Source: an optimization exercise on an open RTL-to-GDS flow (aim: small area, a short achievable clock period and few clock cycles). Production flows keep margins and buffers that such runs may drop.
In this exercise RTL edits were held to simulation tests only and were not proved equivalent to the original.
Power is estimated from default activity; no workload was simulated.

==> exp/tundra: inputs <==
==> flow/design.v <==
module ufs_core (
    input  wire        clk,
    input  wire        rst,
    input  wire        rx_valid,
    input  wire [7:0]  rx_data,
    output wire        rx_ready,
    output reg         tx_valid,
    output wire [7:0]  tx_data,
    input  wire        tx_ready,
    output reg         mem_clr,
    output reg         buf_we,
    output wire [13:0] buf_addr,
    output wire [7:0]  buf_wdata,
    output reg         name_we,
    output wire [5:0]  name_addr,
    output wire [7:0]  name_wdata,
    output reg         st_valid,
    input  wire        st_ready,
    output wire [5:0]  st_name_len,
    output wire [13:0] st_length
);
    reg        rdy;
    reg        v1;
    reg  [7:0] d1;
    wire       fire = rx_valid & rdy;
    assign rx_ready = rdy;
    reg s_seek, s_cmd, s_n, s_name, s_tail, s_dsh, s_dsl, s_dlen, s_ddata, s_cs, s_skip;
    reg        is_s, is_e;       
    reg  [7:0] csum;
    reg  [7:0] rem;              
    reg  [1:0] sc;               
    reg        nbig;             
    reg        sbig;             
    reg        eq28;             
    reg        seqh0, seqlo, seq41;
    reg        fok;              
    reg        dv, good;         
    reg        active;
    reg  [5:0] name_len;
    reg [13:0] declared_size;
    assign st_name_len = name_len;
    assign st_length   = declared_size;
    reg [13:0] ad;
    assign buf_addr   = ad;
    assign name_addr  = ad[5:0];
    assign buf_wdata  = d1;
    assign name_wdata = d1;
    reg [503:0] ring;
    reg  [5:0] ph;
    reg        drn1, drn2;
    wire [7:0] r63 = ring[503:496];
    wire       ph_end = (ph == 6'd62);
    wire [5:0] ph_inc = ph_end ? 6'd0 : ph + 6'd1;
    reg        txd7;
    reg  [4:0] txd;
    assign tx_data = {txd7, 2'b00, txd};
    reg  [1:0] tx_n;             
    reg  [1:0] tx_c;             
    wire [7:0] b    = d1;
    wire       hdr  = (b == 8'h81);
    wire       b0   = (b == 8'd0);
    wire       rem1 = (rem == 8'd1);
    wire       sc3  = (sc == 2'd3);
    wire p_seek  = v1 & s_seek;
    wire p_cmd   = v1 & s_cmd;
    wire p_n     = v1 & s_n;
    wire p_name  = v1 & s_name;
    wire p_tail  = v1 & s_tail;
    wire p_dsh   = v1 & s_dsh;
    wire p_dsl   = v1 & s_dsl;
    wire p_dlen  = v1 & s_dlen;
    wire p_ddata = v1 & s_ddata;
    wire p_cs    = v1 & s_cs;
    wire p_skip  = v1 & s_skip;
    wire c90 = (b == 8'h90);
    wire c91 = (b == 8'h91);
    wire c92 = (b == 8'h92);
    wire n_skip = (b >= 8'd249);
    wire d_skip = (b >= 8'd251);
    wire ns_seek  = (s_seek & ~(v1 & hdr)) | p_cs | (p_skip & rem1);
    wire ns_cmd   = (p_seek & hdr) | (s_cmd & ~v1);
    wire ns_n     = (p_cmd & c90) | (s_n & ~v1);
    wire ns_name  = (p_n & ~n_skip & ~b0) | (s_name & ~(v1 & rem1));
    wire ns_tail  = (p_cmd & c92) | (p_n & b0) | (p_name & rem1) | (s_tail & ~(v1 & sc3));
    wire ns_dsh   = (p_cmd & c91) | (s_dsh & ~v1);
    wire ns_dsl   = p_dsh | (s_dsl & ~v1);
    wire ns_dlen  = p_dsl | (s_dlen & ~v1);
    wire ns_ddata = (p_dlen & ~d_skip & ~b0) | (s_ddata & ~(v1 & rem1));
    wire ns_cs    = (p_tail & sc3) | (p_dlen & b0) | (p_ddata & rem1) | (s_cs & ~v1);
    wire ns_skip  = (p_cmd & ~c90 & ~c91 & ~c92) | (p_n & n_skip) | (p_dlen & d_skip) |
                    (s_skip & ~(v1 & rem1));
    wire n_ok     = (b[7:6] == 2'b00) & ~b0;               
    wire size_ok  = ~sbig & ~(eq28 & ~b0);
    wire commit   = p_tail & sc3 & is_s & ~nbig & size_ok;
    wire fok_dlen = active & (seqlo | (seq41 & b0));
    wire nbig_nx  = p_n ? (b[7:6] != 2'b00) : nbig;
    wire fok_nx   = p_dlen ? fok_dlen : fok;
    wire ins     = p_name & active & ~nbig;
    wire take_name = fire & ns_name;
    wire take_data = fire & ns_ddata;
    wire [1:0] ncode   = {is_s & good, ~good};   
    wire       st_set  = dv & is_e & good;
    wire       st_nxt  = st_set | (st_valid & ~st_ready);
    wire       drn_set = dv & is_s & fok & good & active;
    wire       drn_nxt = drn_set | drn1 | (drn2 & ~ph_end);
    wire xfer     = tx_valid & tx_ready;
    wire tx_last  = xfer & (tx_n == 2'd0);
    wire tx_vnx   = dv | (tx_valid & ~tx_last);    
    wire cs_after_take = (p_dlen & (b == 8'd1)) | (p_ddata & (rem == 8'd2)) |
                         (s_ddata & ~v1 & rem1) |
                         (p_tail & (sc == 2'd2)) | (s_tail & ~v1 & sc3) | ns_dlen;
    wire may_cs        = fire ? cs_after_take : ns_cs;
    wire enter_align = p_n & active & n_ok;
    wire in_align    = ns_name & active & ~nbig_nx;
    wire align_hit   = (ph_inc == ad[5:0]) | ((ad[5:0] == 6'd63) & (ph == 6'd61));
    wire align_ok    = enter_align ? (ph == 6'd61) : (fire | align_hit);
    wire stall       = (may_cs & tx_vnx) | st_nxt | drn_nxt;
    wire rdy_nxt     = ~stall & ~(ns_n & active & fire) &
                       (~(enter_align | in_align) | align_ok);
    always @(posedge clk) begin
        d1   <= drn2 ? r63 : rx_data;
        ring <= {ring[495:0], ins ? b : r63};
    end
    always @(posedge clk) begin
        if (rst) begin
            rdy     <= 1'b1;
            v1      <= 1'b0;
            s_seek  <= 1'b1;
            s_cmd   <= 1'b0;  s_n    <= 1'b0;  s_name  <= 1'b0;  s_tail <= 1'b0;
            s_dsh   <= 1'b0;  s_dsl  <= 1'b0;  s_dlen  <= 1'b0;  s_ddata <= 1'b0;
            s_cs    <= 1'b0;  s_skip <= 1'b0;
            dv      <= 1'b0;
            active  <= 1'b0;
            mem_clr <= 1'b0;
            buf_we  <= 1'b0;
            name_we <= 1'b0;
            st_valid <= 1'b0;
            tx_valid <= 1'b0;
            ph      <= 6'd0;
            drn1    <= 1'b0;
            drn2    <= 1'b0;
        end else begin
            rdy     <= rdy_nxt;
            v1      <= fire;
            ph      <= ph_inc;
            s_seek  <= ns_seek;  s_cmd <= ns_cmd;  s_n <= ns_n;  s_name <= ns_name;
            s_tail  <= ns_tail;  s_dsh <= ns_dsh;  s_dsl <= ns_dsl;  s_dlen <= ns_dlen;
            s_ddata <= ns_ddata; s_cs <= ns_cs;    s_skip <= ns_skip;
            dv      <= p_cs;
            mem_clr <= (p_n & ~active & (b[7:6] == 2'b00)) | (dv & is_s & fok & active);
            buf_we  <= take_data & fok_nx;
            name_we <= (take_name & ~active & ~nbig_nx) | (drn2 & (ph < name_len));
            if (dv) begin
                if (is_s) begin
                    if (fok) active <= good;
                end else if (is_e) begin
                    active <= 1'b0;
                end
            end
            if (st_set) st_valid <= 1'b1;
            else if (st_ready) st_valid <= 1'b0;
            if (drn_set) drn1 <= 1'b1;
            if (drn1 & ph_end) begin drn1 <= 1'b0; drn2 <= 1'b1; end
            if (drn2 & ph_end) drn2 <= 1'b0;
            tx_valid <= tx_vnx;
        end
    end
    wire [7:0] ad_base = (p_n | p_dlen) ? 8'hff : ad[7:0];
    always @(posedge clk) begin
        if (v1) begin
            if (s_seek) csum <= 8'h81;
            else        csum <= csum + b;
        end
        if (p_cmd) begin
            is_s <= c90;
            is_e <= c92;
            fok  <= active;                  
            sc   <= 2'd2;
            rem  <= 8'd255;                  
        end
        if (p_n) begin
            nbig <= (b[7:6] != 2'b00);
            sbig <= 1'b0;
            sc   <= 2'd0;
            rem  <= n_skip ? 8'd254 : b;
        end
        if (p_name)  rem <= rem - 8'd1;
        if (p_tail) begin
            sc <= sc + 2'd1;
            if (sc == 2'd0 || sc == 2'd1) sbig <= sbig | ~b0;
            if (sc == 2'd2) begin
                sbig <= sbig | (b > 8'h28);
                eq28 <= (b == 8'h28);
            end
            if (sc3 && is_s) fok <= commit;
        end
        if (commit) begin
            name_len      <= ad[5:0] + 6'd1;
            declared_size <= {ad[13:8], b};
        end
        if (p_dsh) seqh0 <= b0;
        if (p_dsl) begin
            seqlo <= seqh0 & ~b0 & (b <= 8'd40);
            seq41 <= seqh0 & (b == 8'd41);
        end
        if (p_dlen) begin
            fok  <= fok_dlen;
            rem  <= d_skip ? 8'd252 : b;
        end
        if (p_ddata) rem <= rem - 8'd1;
        if (p_skip)  rem <= rem - 8'd1;
        if (p_cs)    good <= (csum == b) & fok;
        if (take_name | take_data) ad[7:0] <= ad_base + 8'd1;
        else                       ad[7:0] <= ad_base;
        if (p_tail & (sc == 2'd2)) ad[13:8] <= b[5:0];
        if (p_dsl)                 ad[13:8] <= b[5:0] - 6'd1;
        if (drn2)                  ad[5:0]  <= ph;
        if (xfer & (tx_n != 2'd0)) begin
            tx_n <= tx_n - 2'd1;
            {txd7, txd} <= (tx_n == 2'd2) ? {1'b1, 5'h13 + {3'd0, tx_c}} : {1'b0, 5'h14 + {3'd0, tx_c}};
        end else if (dv) begin
            tx_n <= 2'd2;
            {txd7, txd} <= 6'h21;
            tx_c <= ncode;
        end
    end
endmodule
==> flow/flow/run.sh <==
#!/bin/bash
# Standard ORFS layout, with the port buffers made from plain buffers,
# repair_timing asked for more setup margin, and CTS without dummy loads.
set -euo pipefail
export BUFFER_PORTS_ARGS="-buffer_cell sky130_fd_sc_hd__buf_2"
export SETUP_SLACK_MARGIN=5.2
export CTS_ARGS="-sink_clustering_enable -repair_clock_nets -sink_clustering_size 28 -sink_clustering_max_diameter 100 -dont_use_dummy_load"
bash standard.sh > standard.log 2>&1
==> flow/standard.sh <==
#!/bin/bash
# synth_recipe.tcl (not shown) runs the flow's synth.tcl, then flattens the netlist and writes it again
# the make line also repeats each setting of config.mk as NAME=value (left out here)
make -C /OpenROAD-flow-scripts/flow DESIGN_CONFIG=/design/flow/config.mk WORK_HOME=/design/flow/orfs CLKGATE_MAP_FILE= SYNTH_SCRIPT=/design/flow/synth_recipe.tcl "${@:-finish}"
==> flow/config.mk <==
export PLATFORM = sky130hd
export DESIGN_NAME = ufs_core
export DESIGN_NICKNAME = ufs_core
export VERILOG_FILES = /design/flow/design.v
export SDC_FILE = /design/flow/constraint.sdc
export NUM_CORES = 4
export LEC_CHECK = 0
export CAP_MARGIN = 20
export CORE_MARGIN = 2
export CORE_UTILIZATION = 65
export CTS_CLUSTER_DIAMETER = 100
export CTS_CLUSTER_SIZE = 28
export SLEW_MARGIN = 20
==> flow/constraint.sdc <==
create_clock -name core_clock -period 8.0 [get_ports {clk}]
set_input_delay 1.6000 -clock core_clock [delete_from_list [all_inputs] [get_ports {clk}]]
set_output_delay 1.6000 -clock core_clock [all_outputs]
set_load 0.01 [all_outputs]
==> exp/lagoon: changes against exp/tundra <==
--- a/flow/design.v
+++ b/flow/design.v
@@ -58,2 +58,4 @@
     reg  [1:0] tx_c;             
+    reg        pv;
+    reg  [1:0] pc;
     wire [7:0] b    = d1;
@@ -106,8 +108,3 @@
     wire xfer     = tx_valid & tx_ready;
-    wire tx_last  = xfer & (tx_n == 2'd0);
-    wire tx_vnx   = dv | (tx_valid & ~tx_last);    
-    wire cs_after_take = (p_dlen & (b == 8'd1)) | (p_ddata & (rem == 8'd2)) |
-                         (s_ddata & ~v1 & rem1) |
-                         (p_tail & (sc == 2'd2)) | (s_tail & ~v1 & sc3) | ns_dlen;
-    wire may_cs        = fire ? cs_after_take : ns_cs;
+    wire cur_free = ~tx_valid | (xfer & (tx_n == 2'd0));
     wire enter_align = p_n & active & n_ok;
@@ -116,3 +113,3 @@
     wire align_ok    = enter_align ? (ph == 6'd61) : (fire | align_hit);
-    wire stall       = (may_cs & tx_vnx) | st_nxt | drn_nxt;
+    wire stall       = pv | st_nxt | drn_nxt;
     wire rdy_nxt     = ~stall & ~(ns_n & active & fire) &
@@ -138,2 +135,3 @@
             tx_valid <= 1'b0;
+            pv      <= 1'b0;
             ph      <= 6'd0;
@@ -164,3 +162,8 @@
             if (drn2 & ph_end) drn2 <= 1'b0;
-            tx_valid <= tx_vnx;
+            if (cur_free) begin
+                tx_valid <= pv | dv;
+                pv <= pv & dv;
+            end else if (dv) begin
+                pv <= 1'b1;
+            end
         end
@@ -220,7 +223,8 @@
             {txd7, txd} <= (tx_n == 2'd2) ? {1'b1, 5'h13 + {3'd0, tx_c}} : {1'b0, 5'h14 + {3'd0, tx_c}};
-        end else if (dv) begin
+        end else if (cur_free & (pv | dv)) begin
             tx_n <= 2'd2;
             {txd7, txd} <= 6'h21;
-            tx_c <= ncode;
-        end
+            tx_c <= pv ? pc : ncode;
+        end
+        if (dv & ~(cur_free & ~pv)) pc <= ncode;
     end
==> flow/flow/run.sh (replaced) <==
#!/bin/bash
# Standard ORFS layout, with the port buffers made from plain buffers and
# repair_timing asked for more setup margin.
set -euo pipefail
export BUFFER_PORTS_ARGS="-buffer_cell sky130_fd_sc_hd__buf_2"
export SETUP_SLACK_MARGIN=5
bash standard.sh > standard.log 2>&1
- CORE_UTILIZATION: 65 -> 40
- CTS_CLUSTER_DIAMETER: 100 -> 120
==> summary of the runs <==
In exp/tundra the fmax is larger than in exp/lagoon, by 6.3%. In exp/tundra the first-iteration DRC count is larger than in exp/lagoon, by about 40%. Of exp/lagoon and exp/tundra, exp/lagoon has the higher via count (gap about 1.5%, measured against exp/tundra). In exp/lagoon the worst setup slack is worse than in exp/tundra, by 0.18 ns. Of exp/lagoon and exp/tundra, exp/lagoon has the higher synthesized area (gap about 0.7%, measured against exp/tundra). In exp/lagoon the global-route usage is lower than in exp/tundra, by 6.2 points. Between exp/tundra and exp/lagoon, the lower clock skew is in exp/tundra (gap 0.0067 ns). Hold slack: exp/lagoon is lower than exp/tundra (0.014 ns).
==> figures <==
| metric | exp/lagoon | exp/tundra |
|---|---|---|
| Outcome | timing/DRC/antenna clean | timing/DRC/antenna clean |
| Number of multi-input combinational cells | 401 | 386 |
| Number of enable-type register cells in the synthesized netlist | 62 | 60 |
| Signal buf overhead | 0.0242 | 0.0282 |
| Total of cells resized after clock tree synthesis | 11 | 24 |
| Library cell contributing the largest single delay on the critical path | sky130_fd_sc_hd__dfxtp_2 | sky130_fd_sc_hd__edfxtp_1 |
| Met3 track demand over resource in global routing | 0.0207 | 0.0304 |
| P_clk | 1.45 mW | 1.38 mW |
| Setup repair after global routing missed its margin | false | true |
| Register-to-Register Setup Slack | 5.53 ns | 5.43 ns |
| Worst Max-Slew Pin Slew | 0.955 ns | 1.07 ns |
| Starting Density | 0.404 | 0.656 |
| Signal arrival time at the worst endpoint | 1.35 ns | 1.18 ns |
| Leakage | 6.87 nW | 6.79 nW |
| Maximum fanout count along the critical path | 12 | 2 |
| Share of final-layout standard cells stronger than drive strength 1 | 0.129 | 0.143 |
| Netlist cell types | 69 | 70 |
Testbench counts of exp/tundra, summed over its fixed seeds: cycles 69,380.
Testbench counts of exp/lagoon, summed over its fixed seeds: cycles 69,361.

[afterwards: timing with drivers on the ports]
Ports are ideal in the flow. The routed layouts listed here were re-timed in OpenROAD. Step 1, drivers: a clkbuf_16 drives clk and a buf_2 each remaining input, both assumed. Step 2 also shifts input and output timing later by t, the mid clock arrival at the registers, as if the neighbouring blocks saw the same clock. a / b / c = no drivers / after step 1 / after step 2; a / b = the first two.
run | t (ns) | setup slack, ns | hold slack, ns | slew at the worst register clock pin (ns)
exp/tundra | 0.587 | 5.224 / 5.178 / 5.163 | 0.319 / 0.319 / 0.319 | 0.11 / 0.11
exp/lagoon | 0.613 | 5.048 / 4.995 / 4.954 | 0.305 / 0.305 / 0.305 | 0.12 / 0.12
After both steps every run listed still meets setup and hold. The setup slack of exp/lagoon, which loses most, moves by -0.053 ns with the drivers and by -0.094 ns with both steps.
